Source: an optimization exercise on an open RTL-to-GDS flow (aim: small area and a short achievable clock period). Production flows keep margins and buffers that such runs may drop. At most, simulation tests tie the RTL to the original design; equivalence was not proved. Power figures rest on the tool's default switching activity, not on a simulated workload.

== before ==
Design r10k_sched, start of the top module:
module r10k_sched (
    input  logic        clk,
    input  logic        rst,           
    input  logic [7:0]  n_insts,       
    output logic [7:0]  prog_addr,     
    input  logic [31:0] prog_data0,    
    input  logic [31:0] prog_data1,    
    output logic [1:0]  status,        
    output logic [15:0] cycle,
    output logic [1:0]  fetch_v,
    output logic [15:0] fetch_idx,
    output logic [1:0]  decode_v,
    output logic [15:0] decode_idx,
    output logic [1:0]  dispatch_v,
    output logic [15:0] dispatch_idx,
    output logic [1:0]  issue_v,
    output logic [15:0] issue_idx,
    output logic [1:0]  execute_v,
    output logic [15:0] execute_idx,
    output logic [1:0]  complete_v,
    output logic [15:0] complete_idx,
    output logic [1:0]  retire_v,
    output logic [15:0] retire_idx
);
  localparam logic [1:0] ST_RUN = 2'd0, ST_DONE = 2'd1, ST_ABORT = 2'd2;
  localparam int DECW = 17;
  logic [7:0]             fp, nd, nr;
  logic [1:0]             fq_len, dq_len;
  logic [4:0]             rob_cnt;
  logic [4:0]             flc;                  
  logic [1:0][DECW-1:0]   fq, dq;
  logic [15:0]            rob_done, rob_dv;
  logic [15:0][3:0]       map_tag;              
  logic [15:0]            map_rdy;
  logic [3:0]             rs_busy, rs_iss, rs_w1, rs_w2;
  logic [3:0][3:0]        rs_t1, rs_t2, rs_slot;
  logic [1:0]             xq_len;
  logic [1:0][1:0]        xq_k;                 
  logic [1:0]             cq_len;
  logic [1:0][3:0]        cq_slot;
  logic [1:0]             cq_wait;
  logic [15:0]            cycle_r;
  logic [1:0]             status_r;
  logic [6:0][1:0]        ev_v;                 
  logic [1:0][1:0]        ev_iss_k;
  logic [1:0][3:0]        ev_cmp_slot;
  wire run = (status_r == ST_RUN);
  wire [3:0] h0 = nr[3:0];
  wire [3:0] h1 = nr[3:0] + 4'd1;
  wire       ret0 = (rob_cnt != 5'd0) & rob_done[h0];
  ...
For scale: ~2300 cells after synthesis, ~340 flip-flops, about 230 I/O pins.
clock: 11.0 ns
lec_check: 0
cap_margin: 20
core_margin: 2
core_utilization: 40
slew_margin: 20
run.sh (not shown) runs the stock make flow with config.mk's settings and CLKGATE_MAP_FILE= SYNTH_SCRIPT=/design/flow/synth_recipe.tcl, a recipe that flattens the netlist after the stock synthesis.
Every stage of the flow completed for before, and the final layout passed the timing, design-rule and antenna checks.
Relative to before, the following input files were edited for after:
Settings: SETUP_SLACK_MARGIN now 5, previously not set.
==> comparison <==
before and after ended up with nearly the same clock power. Register-to-register slack in after is 1.00 ns above before. Cell count essentially unchanged between before and after. | flip-flop and latch share of the layout cell area | before vs after | ≈ equal |. In after relative to before, maximum frequency had gone up by more than 10%. The time the final worst path needs with I/O delays and setup of after was superior to that of before. Going from before to after, sum of met2 wire segment lengths after detailed routing held steady, utilization of the core after routing grew by 0.17 points, combinational power grew by about 0.8%, post-route cell area grew by about 0.36%.
No run of this note included a check of the RTL's function; only the layout flow was run.

---

Another version of the RTL of r10k_sched (not shown whole).
Size in the first run: roughly 2500 cells after synthesis, ~400 flip-flops, ~230 I/O pins.
==> flow/config.mk <==
export PLATFORM = sky130hd
export DESIGN_NAME = r10k_sched
export DESIGN_NICKNAME = r10k_sched
export VERILOG_FILES = /design/flow/design.v
export SDC_FILE = /design/flow/constraint.sdc
export NUM_CORES = 4
export LEC_CHECK = 0
export CAP_MARGIN = 20
export CORE_MARGIN = 2
export CORE_UTILIZATION = 40
export SLEW_MARGIN = 20
==> flow/constraint.sdc <==
create_clock -name core_clock -period 11.0 [get_ports {clk}]
set_input_delay 2.2000 -clock core_clock [delete_from_list [all_inputs] [get_ports {clk}]]
set_output_delay 2.2000 -clock core_clock [all_outputs]
set_load 0.01 [all_outputs]
standard.sh (not shown) runs the stock make flow with config.mk's settings and CLKGATE_MAP_FILE= SYNTH_SCRIPT=/design/flow/synth_recipe.tcl, a recipe that flattens the netlist after the stock synthesis.
==> flow/flow/run.sh <==
#!/bin/bash
# The standard layout (the standard.sh, standard synthesis unchanged), with two changes to
# how the layout is optimised, not to what it is measured against:
#  - the port buffers are plain buffers (buf_2) instead of the default delay-style cell;
#  - the setup repair aims for more slack than the standard margin, and may change a cell's
#    footprint when it resizes.
# make's full output goes to flow.log here; ORFS's per-step logs stay under orfs/logs.
set -euo pipefail
bash standard.sh "BUFFER_PORTS_ARGS=-buffer_cell sky130_fd_sc_hd__buf_2" \
  SETUP_SLACK_MARGIN=7 MATCH_CELL_FOOTPRINT=0 finish > flow.log 2>&1
Edit:
--- a/flow/flow/run.sh
+++ b/flow/flow/run.sh
@@ -8,3 +8,3 @@
 set -euo pipefail
 bash standard.sh "BUFFER_PORTS_ARGS=-buffer_cell sky130_fd_sc_hd__buf_2" \
-  SETUP_SLACK_MARGIN=7 MATCH_CELL_FOOTPRINT=0 finish > flow.log 2>&1
+  SETUP_SLACK_MARGIN=6.5 MATCH_CELL_FOOTPRINT=0 finish > flow.log 2>&1
CTS_CLUSTER_DIAMETER = 100   (was not set)
CTS_CLUSTER_SIZE = 20   (was not set)
After rerunning: Global-route usage fell by 0.67 points; routed wire length fell by 3.9%; setup slack is worse by 64 ps; non-clock buffer count fell by 43; synthesized cell count stays the same; total power fell by 13%; design area fell by 6.8%; flip-flop and latch count does not change; count of clock-buffer cells in the layout fell by 24.

---

Another version of the RTL of r10k_sched (not shown whole).
Size in the first run: about 2500 cells after synthesis, ~420 flip-flops, about 230 I/O pins, roughly 25000 µm² of cells after synthesis.
Settings: LEC_CHECK=0, CAP_MARGIN=20, CORE_MARGIN=2, CORE_UTILIZATION=40, CTS_CLUSTER_DIAMETER=100, CTS_CLUSTER_SIZE=20, SLEW_MARGIN=20; clock period 11.0 ns.
==> flow/flow/run.sh <==
#!/bin/bash
# The standard layout (the standard.sh, standard synthesis unchanged), with two changes to
# how the layout is optimised, not to what it is measured against:
#  - the port buffers are plain buffers (buf_2) instead of the default delay-style cell;
#  - the setup repair aims for more slack than the standard margin, and may change a cell's
#    footprint when it resizes.
# make's full output goes to flow.log here; ORFS's per-step logs stay under orfs/logs.
set -euo pipefail
bash standard.sh "BUFFER_PORTS_ARGS=-buffer_cell sky130_fd_sc_hd__buf_2" \
  SETUP_SLACK_MARGIN=8 MATCH_CELL_FOOTPRINT=0 finish > flow.log 2>&1
Edit:
==> flow/flow/run.sh (replaced) <==
#!/bin/bash
# The standard layout (the standard.sh, standard synthesis unchanged), with two changes to
# how the layout is optimised, not to what it is measured against:
#  - the port buffers are plain buffers (buf_1) instead of the default delay-style cell;
#  - the setup repair aims for more slack than the standard margin, and may change a cell's
#    footprint when it resizes.
# make's full output goes to flow.log here; ORFS's per-step logs stay under orfs/logs.
set -euo pipefail
bash standard.sh "BUFFER_PORTS_ARGS=-buffer_cell sky130_fd_sc_hd__buf_1" \
  SETUP_SLACK_MARGIN=7 MATCH_CELL_FOOTPRINT=0 finish > flow.log 2>&1
Outcome: First-iteration DRC count shrinks by about 13%. Worst setup slack got worse by 83 ps. Routed wire length is lower by about 13%. Core utilization fell by 9.8 points.

---

RTL: one of the versions met above, not the one the previous note started from.
Size: about 2,500 cells after synthesis, about 400 flip-flops, ~25,000 um^2 of cells after synthesis.
clock: 11.0 ns
lec_check: 0
cap_margin: 20
core_margin: 2
core_utilization: 40
slew_margin: 20
==> flow/flow/run.sh <==
#!/bin/bash
# The standard layout (the standard.sh, standard synthesis unchanged), with two changes to
# how the layout is optimised, not to what it is measured against:
#  - the port buffers are plain buffers (buf_2) instead of the default delay-style cell;
#  - the setup repair aims for more slack than the standard margin, and may change a cell's
#    footprint when it resizes.
# make's full output goes to flow.log here; ORFS's per-step logs stay under orfs/logs.
set -euo pipefail
bash standard.sh "BUFFER_PORTS_ARGS=-buffer_cell sky130_fd_sc_hd__buf_2" \
  SETUP_SLACK_MARGIN=6.5 MATCH_CELL_FOOTPRINT=0 finish > flow.log 2>&1
Edit:
--- a/flow/flow/run.sh
+++ b/flow/flow/run.sh
@@ -10 +10 @@
-  SETUP_SLACK_MARGIN=6.5 MATCH_CELL_FOOTPRINT=0 finish > flow.log 2>&1
+  SETUP_SLACK_MARGIN=7 MATCH_CELL_FOOTPRINT=0 finish > flow.log 2>&1
--- a/flow/config.mk
+++ b/flow/config.mk
@@ -10,0 +11,2 @@
+export CTS_CLUSTER_DIAMETER = 100
+export CTS_CLUSTER_SIZE = 20
=>
- setup slack is better by 0.10 ns
- wire length climbs by a few percent
- clock skew hardly moves
- flip-flop and latch count does not change
- count of clock-buffer cells in the layout goes down by 25
- design area goes up slightly
Edit:
--- a/flow/flow/run.sh
+++ b/flow/flow/run.sh
@@ -10 +10 @@
-  SETUP_SLACK_MARGIN=7 MATCH_CELL_FOOTPRINT=0 finish > flow.log 2>&1
+  SETUP_SLACK_MARGIN=6.5 MATCH_CELL_FOOTPRINT=0 finish > flow.log 2>&1
--- a/flow/config.mk
+++ b/flow/config.mk
@@ -12 +12 @@
-export CTS_CLUSTER_SIZE = 20
+export CTS_CLUSTER_SIZE = 30
Outcome: The new run produced a clean layout. Hold slack is about the same. Die area does not change. Fmax fell by 1.2%. Flip-flop and latch count does not change. Setup slack loses 0.052 ns. Total power fell by 1.5%.
Edit:
--- a/flow/config.mk
+++ b/flow/config.mk
@@ -10 +10 @@
-export CORE_UTILIZATION = 40
+export CORE_UTILIZATION = 55
@@ -12 +12 @@
-export CTS_CLUSTER_SIZE = 30
+export CTS_CLUSTER_SIZE = 20
The new run finished with timing, DRC and antenna clean.
Wire length drops by 2.2%.
Die area shrinks by 27%.
Non-clock buffer count falls by 14.
Final area decreases by 2.0%.
Global-route usage increases by 8.5 points.

---

## lane 1
RTL: one of the versions met above, not the one the previous note started from.
Size: about 230 I/O pins, roughly 0.025 mm² of cells after synthesis.
==> flow/design.v (excerpt) <==
module r10k_sched (
    input  logic        clk,
    input  logic        rst,           
    input  logic [7:0]  n_insts,       
    output logic [7:0]  prog_addr,     
    input  logic [31:0] prog_data0,    
    input  logic [31:0] prog_data1,    
    output logic [1:0]  status,        
    output logic [15:0] cycle,
    output logic [1:0]  fetch_v,
    output logic [15:0] fetch_idx,
    output logic [1:0]  decode_v,
    output logic [15:0] decode_idx,
    output logic [1:0]  dispatch_v,
    output logic [15:0] dispatch_idx,
    output logic [1:0]  issue_v,
    output logic [15:0] issue_idx,
    output logic [1:0]  execute_v,
    output logic [15:0] execute_idx,
    output logic [1:0]  complete_v,
    output logic [15:0] complete_idx,
    output logic [1:0]  retire_v,
    output logic [15:0] retire_idx
);
==> flow/config.mk <==
export PLATFORM = sky130hd
export DESIGN_NAME = r10k_sched
export DESIGN_NICKNAME = r10k_sched
export VERILOG_FILES = /design/flow/design.v
export SDC_FILE = /design/flow/constraint.sdc
export NUM_CORES = 4
export LEC_CHECK = 0
export CAP_MARGIN = 20
export CORE_MARGIN = 2
export CORE_UTILIZATION = 40
export CTS_CLUSTER_DIAMETER = 100
export CTS_CLUSTER_SIZE = 20
export GPL_TIMING_DRIVEN = 1
export SLEW_MARGIN = 20
==> flow/constraint.sdc <==
create_clock -name core_clock -period 11.0 [get_ports {clk}]
set_input_delay 2.2000 -clock core_clock [delete_from_list [all_inputs] [get_ports {clk}]]
set_output_delay 2.2000 -clock core_clock [all_outputs]
set_load 0.01 [all_outputs]
==> flow/flow/run.sh <==
#!/bin/bash
# The standard layout (the standard.sh, standard synthesis unchanged), with two changes to
# how the layout is optimised, not to what it is measured against:
#  - the port buffers are plain buffers (buf_2) instead of the default delay-style cell;
#  - the setup repair aims for more slack than the standard margin, and may change a cell's
#    footprint when it resizes.
# make's full output goes to flow.log here; ORFS's per-step logs stay under orfs/logs.
set -euo pipefail
bash standard.sh "BUFFER_PORTS_ARGS=-buffer_cell sky130_fd_sc_hd__buf_2" \
  SETUP_SLACK_MARGIN=7 MATCH_CELL_FOOTPRINT=0 finish > flow.log 2>&1
The inputs of lane 2 differ from those of lane 1 as listed below.
- CORE_UTILIZATION: 40 -> 50
- GPL_TIMING_DRIVEN: 1 -> unset
--- outcome ---
From lane 1 to lane 2 the numbers moved as follows: worst path arrival time was more or less identical; area overhead of the layout relative to synthesis lost 1.3 points.
Summary — met3 track demand over resource, lane 2 relative to lane 1: lower, by 0.63 points.
In the reports for lane 2 and lane 1, the larger global routing usage on met1 belongs to lane 2.
Compared to lane 1, lane 2 has non-clock buffer count 1.9% higher.
On count of vias placed by the detailed router, lane 2 and lane 1 are basically level.
In terms of non-clock inverter count in the final layout, lane 1 and lane 2 differ only marginally.
Utilization delta for lane 2 relative to lane 1: 11 points higher
Compared to lane 1, the routing of lane 2 uses less wire.

---

## the previous run
r10k_sched again, from the RTL that the note above started with.
## r10k_sched
module r10k_sched (
    input  logic        clk,
    input  logic        rst,           
    input  logic [7:0]  n_insts,       
    output logic [7:0]  prog_addr,     
    input  logic [31:0] prog_data0,    
    input  logic [31:0] prog_data1,    
    output logic [1:0]  status,        
    output logic [15:0] cycle,
    output logic [1:0]  fetch_v,
    output logic [15:0] fetch_idx,
    output logic [1:0]  decode_v,
    output logic [15:0] decode_idx,
    output logic [1:0]  dispatch_v,
    output logic [15:0] dispatch_idx,
    output logic [1:0]  issue_v,
    output logic [15:0] issue_idx,
    output logic [1:0]  execute_v,
    output logic [15:0] execute_idx,
    output logic [1:0]  complete_v,
    output logic [15:0] complete_idx,
    output logic [1:0]  retire_v,
    output logic [15:0] retire_idx
);
clock: 11.0 ns
lec_check: 0
cap_margin: 20
core_margin: 2
core_utilization: 40
cts_buf_list: sky130_fd_sc_hd__clkbuf_8 sky130_fd_sc_hd__clkbuf_16
cts_cluster_diameter: 100
cts_cluster_size: 20
slew_margin: 20
Scripts as last shown in full above: flow/flow/run.sh
## Diff of input files: the current run against the previous run
# the previous run
export LEC_CHECK = 0
export CAP_MARGIN = 20
export CORE_MARGIN = 2
export CORE_UTILIZATION = 40
export CTS_BUF_LIST = sky130_fd_sc_hd__clkbuf_8 sky130_fd_sc_hd__clkbuf_16
export CTS_CLUSTER_DIAMETER = 100
export CTS_CLUSTER_SIZE = 20
export SLEW_MARGIN = 20
create_clock -name core_clock -period 11.0 [get_ports {clk}]
# the current run
export LEC_CHECK = 0
export CAP_MARGIN = 20
export CORE_MARGIN = 2
export CORE_UTILIZATION = 40
export CTS_CLUSTER_DIAMETER = 100
export CTS_CLUSTER_SIZE = 20
export SLEW_MARGIN = 20
create_clock -name core_clock -period 11.0 [get_ports {clk}]
--- a/flow/flow/run.sh
+++ b/flow/flow/run.sh
@@ -8,3 +8,3 @@
 set -euo pipefail
 bash standard.sh "BUFFER_PORTS_ARGS=-buffer_cell sky130_fd_sc_hd__buf_2" \
-  SETUP_SLACK_MARGIN=7 MATCH_CELL_FOOTPRINT=0 finish > flow.log 2>&1
+  SETUP_SLACK_MARGIN=7.5 MATCH_CELL_FOOTPRINT=0 finish > flow.log 2>&1
--- outcome ---
The flow did not stop early for the current run: all stages ran, and the layout cleared the timing, design-rule and antenna checks.
Lower clock network power share was reported by the current run, not the previous run.
Combinational share of power: the current run vs the previous run up 2.5 points
Final hold violation count: the current run vs the previous run identical

---

r10k_sched again, from the RTL that the note above started with.
export LEC_CHECK = 0
export CAP_MARGIN = 20
export CORE_MARGIN = 2
export CORE_UTILIZATION = 40
export CTS_CLUSTER_DIAMETER = 100
export CTS_CLUSTER_SIZE = 20
export SLEW_MARGIN = 20
create_clock -name core_clock -period 11.0 [get_ports {clk}]
==> flow/flow/run.sh <==
#!/bin/bash
# The standard layout (the standard.sh, standard synthesis unchanged), with two changes to
# how the layout is optimised, not to what it is measured against:
#  - the port buffers are plain buffers (buf_2) instead of the default delay-style cell;
#  - the setup repair aims for more slack than the standard margin, and may change a cell's
#    footprint when it resizes.
# make's full output goes to flow.log here; ORFS's per-step logs stay under orfs/logs.
set -euo pipefail
bash standard.sh "BUFFER_PORTS_ARGS=-buffer_cell sky130_fd_sc_hd__buf_2" \
  SETUP_SLACK_MARGIN=7 MATCH_CELL_FOOTPRINT=0 finish > flow.log 2>&1
The baseline ran to the end with no violations.
Next try:
--- a/flow/flow/run.sh
+++ b/flow/flow/run.sh
@@ -8,3 +8,3 @@
 set -euo pipefail
 bash standard.sh "BUFFER_PORTS_ARGS=-buffer_cell sky130_fd_sc_hd__buf_2" \
-  SETUP_SLACK_MARGIN=7 MATCH_CELL_FOOTPRINT=0 finish > flow.log 2>&1
+  SETUP_SLACK_MARGIN=6.5 MATCH_CELL_FOOTPRINT=0 finish > flow.log 2>&1
After rerunning: Combinational power goes down by about 2%; sequential power barely changes; non-clock buffer count fell by 18; clock-buffer cell count goes down by 2.

re-timing with driven ports:
How much do the figures lean on ideal ports? The routed layouts below were timed once more, with nothing changed but the port constraints.
Step 1, drivers: a clkbuf_16 drives clk and a buf_2 each remaining input, both assumed.
Step 2 times the ports against the registers' clock, not the clock port: input delays grow and output delays shrink by t, the midpoint of the rising clock arrivals with the driver on.
Slacks: no drivers / after step 1 / after step 2; pairs: no drivers / after step 1.
run	t, ns	setup WS [ns]	worst setup path after step 2	slew at the worst register clock pin (ns)	worst data-port slew with drivers (ns)
before	0.643	4.113 / 4.047 / 4.436	register to register	0.06 / 0.06	0.05
after	0.643	5.148 / 5.161 / 4.548	input to register	0.07 / 0.07	0.05
the first run of note 2	0.663	6.553 / 6.492 / 6.397	input to register	0.07 / 0.07	0.05
the second run of note 2	0.655	6.490 / 6.427 / 6.162	input to register	0.09 / 0.09	0.05
the first run of note 3	0.660	7.073 / 7.012 / 6.570	input to register	0.09 / 0.09	0.07
the second run of note 3	0.663	6.990 / 6.926 / 6.500	input to register	0.09 / 0.09	0.05
the first run of note 4	0.639	6.463 / 6.406 / 6.135	input to register	0.07 / 0.07	0.05
the second run of note 4	0.653	6.567 / 6.503 / 6.413	input to register	0.10 / 0.10	0.05
the third run of note 4	0.651	6.515 / 6.454 / 6.185	input to register	0.11 / 0.11	0.05
the fourth run of note 4	0.641	6.420 / 6.357 / 6.117	input to register	0.10 / 0.10	0.05
lane 1	0.669	7.044 / 6.980 / 6.511	input to register	0.10 / 0.10	0.04
lane 2	0.651	7.048 / 6.987 / 6.466	input to register	0.10 / 0.10	0.04
the previous run	0.669	7.042 / 6.978 / 6.498	input to register	0.10 / 0.10	0.04
the current run	0.686	7.037 / 6.976 / 6.635	input to register	0.09 / 0.09	0.08
the first run of note 7	0.669	7.044 / 6.980 / 6.511	input to register	0.10 / 0.10	0.04
the second run of note 7	0.643	6.584 / 6.584 / 6.121	input to register	0.09 / 0.09	0.05
After both steps setup and hold are still met in every run listed. The setup slack of after, which loses most, moves by +0.013 ns with the drivers and by -0.600 ns with both steps.
